Background: an optimization exercise with open tools, aiming at small area and a short achievable clock period. Do not read the settings as production practice.
RTL that was checked went through simulation tests only; none was proved equivalent to the original.
Power is estimated from default activity; no workload was simulated.

==> trial 85 <==
// fx2_core
module fx2_core (
    input  wire        clk,
    input  wire        rst,
    input  wire        d_req,
    input  wire        d_we,
    input  wire [15:0] d_adr,
    input  wire [7:0]  d_dat_w,
    output wire [7:0]  d_dat_r,
    output wire        d_ack,
    output wire        d_err,
    input  wire        i_req,
    input  wire [15:0] i_adr,
    output wire [31:0] i_dat_r,
    output wire        i_ack,
    output wire        i_err
);
    localparam integer ROWS = 64;
    wire [15:0] bus_adr = d_req ? d_adr : i_adr;
    wire        acc_d   = d_req;
    wire        acc_i   = !d_req && i_req;
    wire        wr      = acc_d && d_we;
    wire        sel_main = (bus_adr[15:8] == 8'h00);
    wire        sel_bank = (bus_adr[15:8] == 8'hE6);
    wire        is_e600  = sel_bank && (bus_adr[7:0] == 8'h00);
    wire        is_tog   = sel_bank && (bus_adr[7:0] == 8'h83);
    wire        wr_bank   = wr && (d_adr[15:8] == 8'hE6);
    wire        wr_main   = wr && (d_adr[15:8] == 8'h00);
    wire        wr_e600   = wr_bank && (d_adr[7:0] == 8'h00);
    wire        wr_togctl = wr_bank && (d_adr[7:0] == 8'h83);
    wire [5:0]  word_adr  = bus_adr[7:2];
    wire [1:0]  byte_lane = bus_adr[1:0];
    wire [7:0] pre_lo = 8'b1 << word_adr[2:0];
    wire [7:0] pre_hi = 8'b1 << word_adr[5:3];
    genvar r, j, h;
    wire [ROWS-1:0] wrow;
    generate
        for (r = 0; r < ROWS; r = r + 1) begin : g_wdec
            assign wrow[r] = rst | (d_adr[7:2] == r);
        end
    endgenerate
    wire [3:0] wlane = {4{rst}} | ({4{wr_main}} & (4'b0001 << d_adr[1:0]));
  ...
==> module fx2_core, before the edit <==
module fx2_core (
    input  wire        clk,
    input  wire        rst,
    input  wire        d_req,
    input  wire        d_we,
    input  wire [15:0] d_adr,
    input  wire [7:0]  d_dat_w,
    output wire [7:0]  d_dat_r,
    output wire        d_ack,
    output wire        d_err,
    input  wire        i_req,
    input  wire [15:0] i_adr,
    output wire [31:0] i_dat_r,
    output wire        i_ack,
    output wire        i_err
);
    localparam integer ROWS = 64;
    wire [15:0] bus_adr = d_req ? d_adr : i_adr;
    wire        acc_d   = d_req;
    wire        acc_i   = !d_req && i_req;
    wire        wr      = acc_d && d_we;
    wire        sel_main = (bus_adr[15:8] == 8'h00);
    wire        sel_bank = (bus_adr[15:8] == 8'hE6);
    wire        is_e600  = sel_bank && (bus_adr[7:0] == 8'h00);
    wire        is_tog   = sel_bank && (bus_adr[7:0] == 8'h83);
    wire        wr_bank   = wr && (d_adr[15:8] == 8'hE6);
    wire        wr_main   = wr && (d_adr[15:8] == 8'h00);
    wire        wr_e600   = wr_bank && (d_adr[7:0] == 8'h00);
    wire        wr_togctl = wr_bank && (d_adr[7:0] == 8'h83);
    wire [5:0]  word_adr  = bus_adr[7:2];
    wire [1:0]  byte_lane = bus_adr[1:0];
    wire [7:0] pre_lo = 8'b1 << word_adr[2:0];
    wire [7:0] pre_hi = 8'b1 << word_adr[5:3];
    genvar r, j, h;
    wire [ROWS-1:0] wrow;
    generate
        for (r = 0; r < ROWS; r = r + 1) begin : g_wdec
            assign wrow[r] = rst | (d_adr[7:2] == r);
        end
    endgenerate
    wire [3:0] wlane = {4{rst}} | ({4{wr_main}} & (4'b0001 << d_adr[1:0]));
    wire [7:0] wdata = rst ? 8'h00 : d_dat_w;
    wire [7:0] bank_val [0:3];
    generate
        for (j = 0; j < 4; j = j + 1) begin : g_bank
            wire c  = (byte_lane > j);
            wire cy = c & pre_lo[7];
            wire [7:0] rlo = c  ? {pre_lo[6:0], pre_lo[7]} : pre_lo;
            wire [7:0] rhi = cy ? {pre_hi[6:0], 1'b0}      : pre_hi;
            wire [7:0] grp [0:7];
            for (r = 0; r < ROWS; r = r + 1) begin : g_row
                wire we = wlane[j] & wrow[r];
                reg [7:0] mem;
                always @(posedge clk)
                    if (we)
                        mem <= wdata;
            end
            for (h = 0; h < 8; h = h + 1) begin : g_grp
                assign grp[h] = ({8{rlo[0]}} & g_row[8*h+0].mem) |
                                ({8{rlo[1]}} & g_row[8*h+1].mem) |
                                ({8{rlo[2]}} & g_row[8*h+2].mem) |
                                ({8{rlo[3]}} & g_row[8*h+3].mem) |
                                ({8{rlo[4]}} & g_row[8*h+4].mem) |
                                ({8{rlo[5]}} & g_row[8*h+5].mem) |
                                ({8{rlo[6]}} & g_row[8*h+6].mem) |
                                ({8{rlo[7]}} & g_row[8*h+7].mem);
            end
            assign bank_val[j] = ({8{rhi[0]}} & grp[0]) | ({8{rhi[1]}} & grp[1]) |
                                 ({8{rhi[2]}} & grp[2]) | ({8{rhi[3]}} & grp[3]) |
                                 ({8{rhi[4]}} & grp[4]) | ({8{rhi[5]}} & grp[5]) |
                                 ({8{rhi[6]}} & grp[6]) | ({8{rhi[7]}} & grp[7]);
        end
    endgenerate
    reg [31:0] ram_val;
    always @* begin
        case (byte_lane)
            2'd0: ram_val = {bank_val[3], bank_val[2], bank_val[1], bank_val[0]};
            2'd1: ram_val = {bank_val[0], bank_val[3], bank_val[2], bank_val[1]};
            2'd2: ram_val = {bank_val[1], bank_val[0], bank_val[3], bank_val[2]};
            default: ram_val = {bank_val[2], bank_val[1], bank_val[0], bank_val[3]};
        endcase
    end
    reg [7:0] csr_e600;      
    reg       tog_set;       
    reg       tog_rst;       
    reg       tog_dir;       
    reg [3:0] tog_ep;        
    reg [6:0] tog;           
    reg       sel_ok;
    reg [2:0] sel_idx;
    always @* begin
        sel_ok  = 1'b1;
        sel_idx = 3'd0;
        case (tog_ep)
            4'd0: sel_idx = 3'd0;
            4'd1: sel_idx = tog_dir ? 3'd2 : 3'd1;
            4'd2: sel_idx = 3'd3;
            4'd4: sel_idx = 3'd4;
            4'd6: sel_idx = 3'd5;
            4'd8: sel_idx = 3'd6;
            default: sel_ok = 1'b0;
        endcase
    end
    wire tog_q = sel_ok && tog[sel_idx];
    always @(posedge clk) begin
        if (rst) begin
            csr_e600 <= 8'h00;
            tog_set  <= 1'b0;
            tog_rst  <= 1'b0;
            tog_dir  <= 1'b0;
            tog_ep   <= 4'h0;
            tog      <= 7'h00;
        end else begin
            if (wr_e600)
                csr_e600 <= d_dat_w;
            tog_set <= wr_togctl ? d_dat_w[6] : 1'b0;
            tog_rst <= wr_togctl ? d_dat_w[5] : 1'b0;
            if (wr_togctl) begin
                tog_dir <= d_dat_w[4];
                tog_ep  <= d_dat_w[3:0];
            end
            if (sel_ok && tog_set)
                tog[sel_idx] <= 1'b1;
            else if (sel_ok && tog_rst)
                tog[sel_idx] <= 1'b0;
        end
    end
    wire [7:0] csr_val = ({8{is_e600}} & csr_e600) |
                         ({8{is_tog}}  & {tog_q, tog_set, tog_rst, tog_dir, tog_ep});
    wire [31:0] read_val = ({32{sel_main}} & ram_val) | {24'h0, csr_val};
    reg [31:0] resp;
    reg        ack_d;
    reg        ack_i;
    always @(posedge clk) begin
        if (rst) begin
            resp  <= 32'h0;
            ack_d <= 1'b0;
            ack_i <= 1'b0;
        end else begin
            resp  <= read_val;
            ack_d <= acc_d;
            ack_i <= acc_i;
        end
    end
    assign d_dat_r = resp[7:0];
    assign i_dat_r = resp;
    assign d_ack   = ack_d;
    assign i_ack   = ack_i;
    assign d_err   = 1'b0;
    assign i_err   = 1'b0;
endmodule
==> flow/config.mk <==
export PLATFORM = sky130hd
export DESIGN_NAME = fx2_core
export DESIGN_NICKNAME = fx2_core
export VERILOG_FILES = /design/flow/design.v
export SDC_FILE = /design/flow/constraint.sdc
export NUM_CORES = 4
export LEC_CHECK = 0
export CAP_MARGIN = 20
export CORE_MARGIN = 2
export CORE_UTILIZATION = 45
export CTS_BUF_LIST = sky130_fd_sc_hd__clkbuf_8 sky130_fd_sc_hd__clkbuf_16
export CTS_CLUSTER_DIAMETER = 60
export CTS_CLUSTER_SIZE = 24
export PLACE_DENSITY = 0.56
export SLEW_MARGIN = 20
export TNS_END_PERCENT = 1
==> flow/constraint.sdc <==
create_clock -name core_clock -period 10.0 [get_ports {clk}]
set_input_delay 2.0000 -clock core_clock [delete_from_list [all_inputs] [get_ports {clk}]]
set_output_delay 2.0000 -clock core_clock [all_outputs]
set_load 0.01 [all_outputs]
standard.sh (not shown) runs the stock make flow with config.mk's settings and CLKGATE_MAP_FILE= SYNTH_SCRIPT=/design/flow/synth_recipe.tcl, a recipe that flattens the netlist after the stock synthesis.
==> flow/flow/run.sh <==
#!/bin/bash
set -euo pipefail
cd "$(dirname "$0")/.."
bash standard.sh SETUP_SLACK_MARGIN=6.5 finish > flow_standard.log 2>&1
==> inputs of trial 55, as changes to trial 85 <==
==> flow/config.mk (replaced) <==
export PLATFORM = sky130hd
export DESIGN_NAME = fx2_core
export DESIGN_NICKNAME = fx2_core
export VERILOG_FILES = /design/flow/design.v
export SDC_FILE = /design/flow/constraint.sdc
export NUM_CORES = 4
export LEC_CHECK = 0
export CAP_MARGIN = 10
export CORE_MARGIN = 2
export CORE_UTILIZATION = 45
export CTS_BUF_LIST = sky130_fd_sc_hd__clkbuf_8
export CTS_CLUSTER_DIAMETER = 50
export CTS_CLUSTER_SIZE = 16
export PLACE_DENSITY = 0.56
export SLEW_MARGIN = 10
export TNS_END_PERCENT = 1
==> inputs of build 22, as changes to trial 85 <==
--- a/flow/design.v
+++ b/flow/design.v
@@ -23,52 +23,46 @@
     wire        sel_bank = (bus_adr[15:8] == 8'hE6);
     wire        is_e600  = sel_bank && (bus_adr[7:0] == 8'h00);
     wire        is_tog   = sel_bank && (bus_adr[7:0] == 8'h83);
-    wire        wr_bank   = wr && (d_adr[15:8] == 8'hE6);
-    wire        wr_main   = wr && (d_adr[15:8] == 8'h00);
-    wire        wr_e600   = wr_bank && (d_adr[7:0] == 8'h00);
-    wire        wr_togctl = wr_bank && (d_adr[7:0] == 8'h83);
+    wire        wr_main   = wr && sel_main;
+    wire        wr_e600   = wr && is_e600;
+    wire        wr_togctl = wr && is_tog;
     wire [5:0]  word_adr  = bus_adr[7:2];
     wire [1:0]  byte_lane = bus_adr[1:0];
-    wire [7:0] pre_lo = 8'b1 << word_adr[2:0];
-    wire [7:0] pre_hi = 8'b1 << word_adr[5:3];
-    genvar r, j, h;
-    wire [ROWS-1:0] wrow;
+    wire [ROWS-1:0] row_dec;
+    genvar r, j;
     generate
-        for (r = 0; r < ROWS; r = r + 1) begin : g_wdec
-            assign wrow[r] = rst | (d_adr[7:2] == r);
+        for (r = 0; r < ROWS; r = r + 1) begin : g_dec
+            assign row_dec[r] = (word_adr == r);
         end
     endgenerate
-    wire [3:0] wlane = {4{rst}} | ({4{wr_main}} & (4'b0001 << d_adr[1:0]));
+    wire [3:0] lane_dec = 4'b0001 << byte_lane;
     wire [7:0] wdata = rst ? 8'h00 : d_dat_w;
     wire [7:0] bank_val [0:3];
     generate
         for (j = 0; j < 4; j = j + 1) begin : g_bank
-            wire c  = (byte_lane > j);
-            wire cy = c & pre_lo[7];
-            wire [7:0] rlo = c  ? {pre_lo[6:0], pre_lo[7]} : pre_lo;
-            wire [7:0] rhi = cy ? {pre_hi[6:0], 1'b0}      : pre_hi;
-            wire [7:0] grp [0:7];
+            wire c = (byte_lane > j);
+            wire [ROWS-1:0] rsel;
+            wire [7:0] terms [0:ROWS-1];
             for (r = 0; r < ROWS; r = r + 1) begin : g_row
-                wire we = wlane[j] & wrow[r];
+                wire we = rst | (wr_main & lane_dec[j] & row_dec[r]);
                 reg [7:0] mem;
                 always @(posedge clk)
                     if (we)
                         mem <= wdata;
+                if (r == 0)
+                    assign rsel[r] = !c && row_dec[r];
+                else
+                    assign rsel[r] = c ? row_dec[r-1] : row_dec[r];
+                assign terms[r] = {8{rsel[r]}} & mem;
             end
-            for (h = 0; h < 8; h = h + 1) begin : g_grp
-                assign grp[h] = ({8{rlo[0]}} & g_row[8*h+0].mem) |
-                                ({8{rlo[1]}} & g_row[8*h+1].mem) |
-                                ({8{rlo[2]}} & g_row[8*h+2].mem) |
-                                ({8{rlo[3]}} & g_row[8*h+3].mem) |
-                                ({8{rlo[4]}} & g_row[8*h+4].mem) |
-                                ({8{rlo[5]}} & g_row[8*h+5].mem) |
-                                ({8{rlo[6]}} & g_row[8*h+6].mem) |
-                                ({8{rlo[7]}} & g_row[8*h+7].mem);
+            reg [7:0] acc;
+            integer k;
+            always @* begin
+                acc = 8'h00;
+                for (k = 0; k < ROWS; k = k + 1)
+                    acc = acc | terms[k];
             end
-            assign bank_val[j] = ({8{rhi[0]}} & grp[0]) | ({8{rhi[1]}} & grp[1]) |
-                                 ({8{rhi[2]}} & grp[2]) | ({8{rhi[3]}} & grp[3]) |
-                                 ({8{rhi[4]}} & grp[4]) | ({8{rhi[5]}} & grp[5]) |
-                                 ({8{rhi[6]}} & grp[6]) | ({8{rhi[7]}} & grp[7]);
+            assign bank_val[j] = acc;
         end
     endgenerate
     reg [31:0] ram_val;
==> flow/config.mk (replaced) <==
export PLATFORM = sky130hd
export DESIGN_NAME = fx2_core
export DESIGN_NICKNAME = fx2_core
export VERILOG_FILES = /design/flow/design.v
export SDC_FILE = /design/flow/constraint.sdc
export NUM_CORES = 4
export LEC_CHECK = 0
export CAP_MARGIN = 20
export CORE_MARGIN = 2
export CORE_UTILIZATION = 22
export CTS_BUF_LIST = sky130_fd_sc_hd__clkbuf_4 sky130_fd_sc_hd__clkbuf_8
export PLACE_DENSITY = 0.28
export SLEW_MARGIN = 20
==> notes.md <==
Run status: trial 85 no timing/DRC/antenna violations; build 22 no timing/DRC/antenna violations; trial 55 complete, but fails checks
Violated checks: trial 85 -; build 22 -; trial 55 capacitance limit
Mean area per synthesized cell: trial 85 15.59 µm²; build 22 16.35 µm²; trial 55 15.59 µm²
Number of buffers between clock root and the deepest sink: trial 85 3; build 22 4; trial 55 3
Cell with the largest stage delay on the worst path: trial 85 sky130_fd_sc_hd__a31oi_1; build 22 sky130_fd_sc_hd__or3b_4; trial 55 sky130_fd_sc_hd__dlygate4sd2_1
Multi-input gate area: trial 85 20020 µm²; build 22 22960 µm²; trial 55 20400 µm²
Antenna violations before repair: trial 85 11; build 22 56; trial 55 18
Proportion of total power due to net switching: trial 85 26.71%; build 22 27.52%; trial 55 26.98%
Sequential group power: trial 85 10.5 mW; build 22 10.6 mW; trial 55 10.5 mW
Share of cells above drive strength 1: trial 85 21.22%; build 22 37.97%; trial 55 23.04%
Area of placed instances: trial 85 85580 µm²; build 22 91010 µm²; trial 55 85550 µm²
Internal power contribution: trial 85 14.11 mW; build 22 15.74 mW; trial 55 13.63 mW
Avg WL per Cell: trial 85 36.63 µm; build 22 44.20 µm; trial 55 36.56 µm
1st-iter DRT viols: trial 85 7836; build 22 8241; trial 55 8136
Number of maximum-capacitance violations: trial 85 0; build 22 0; trial 55 1
Data arrival, critical path: trial 85 5350 ps; build 22 5400 ps; trial 55 5230 ps
Number of distinct standard cells referenced by the synthesized netlist: trial 85 95; build 22 100; trial 55 95
Number of standard cells in the final layout excluding fillers: trial 85 7960; build 22 11460; trial 55 8022
Number of iterations in the first detailed-routing pass: trial 85 8; build 22 13; trial 55 9
WL met1: trial 85 112100 µm; build 22 217700 µm; trial 55 113000 µm
Power Combinational: trial 85 2.49 mW; build 22 2.56 mW; trial 55 2.52 mW
Maximum VDD drop: trial 85 0.0001298 V; build 22 0.00009408 V; trial 55 0.00009952 V
Power attributed to the clock group: trial 85 6.27 mW; build 22 8.53 mW; trial 55 5.66 mW
Top-area cell type share of the netlist area: trial 85 75.37%; build 22 74.66%; trial 55 75.37%
Met3 wire len: trial 85 32650 µm; build 22 32560 µm; trial 55 32680 µm
Function not checked in build 22: the RTL went through the layout flow alone.

==> port drivers added, routing unchanged <==
In the flow no input, the clock included, has a driving cell. The finished layouts below were timed again as built, in two steps. Step 1 (the two cells are an assumption about what drives the block):
set clk [get_ports {clk}]
set_driving_cell -lib_cell sky130_fd_sc_hd__clkbuf_16 $clk
set_driving_cell -lib_cell sky130_fd_sc_hd__buf_2 [delete_from_list [all_inputs] $clk]
Step 2 adds t to the input delays and takes it off the output delays; t is the mean of the earliest and latest rising clock arrival at the registers after step 1. Input paths then give back, and output paths get back, about the clock's delay inside the block. a / b / c = no drivers / after step 1 / after step 2; a / b = the first two.
run | t (ns) | setup slack, ns | latest minus earliest clock arrival (ns)
trial 85 | 0.901 | 5.405 / 5.370 / 4.469 | 0.043 / 0.044
trial 55 | 1.075 | 5.641 / 5.592 / 4.517 | 0.100 / 0.100
build 22 | 1.214 | 5.582 / 5.184 / 3.970 | 0.104 / 0.104
The setup slack of build 22, which loses most, moves by -0.398 ns with the drivers and by -1.612 ns with both steps.
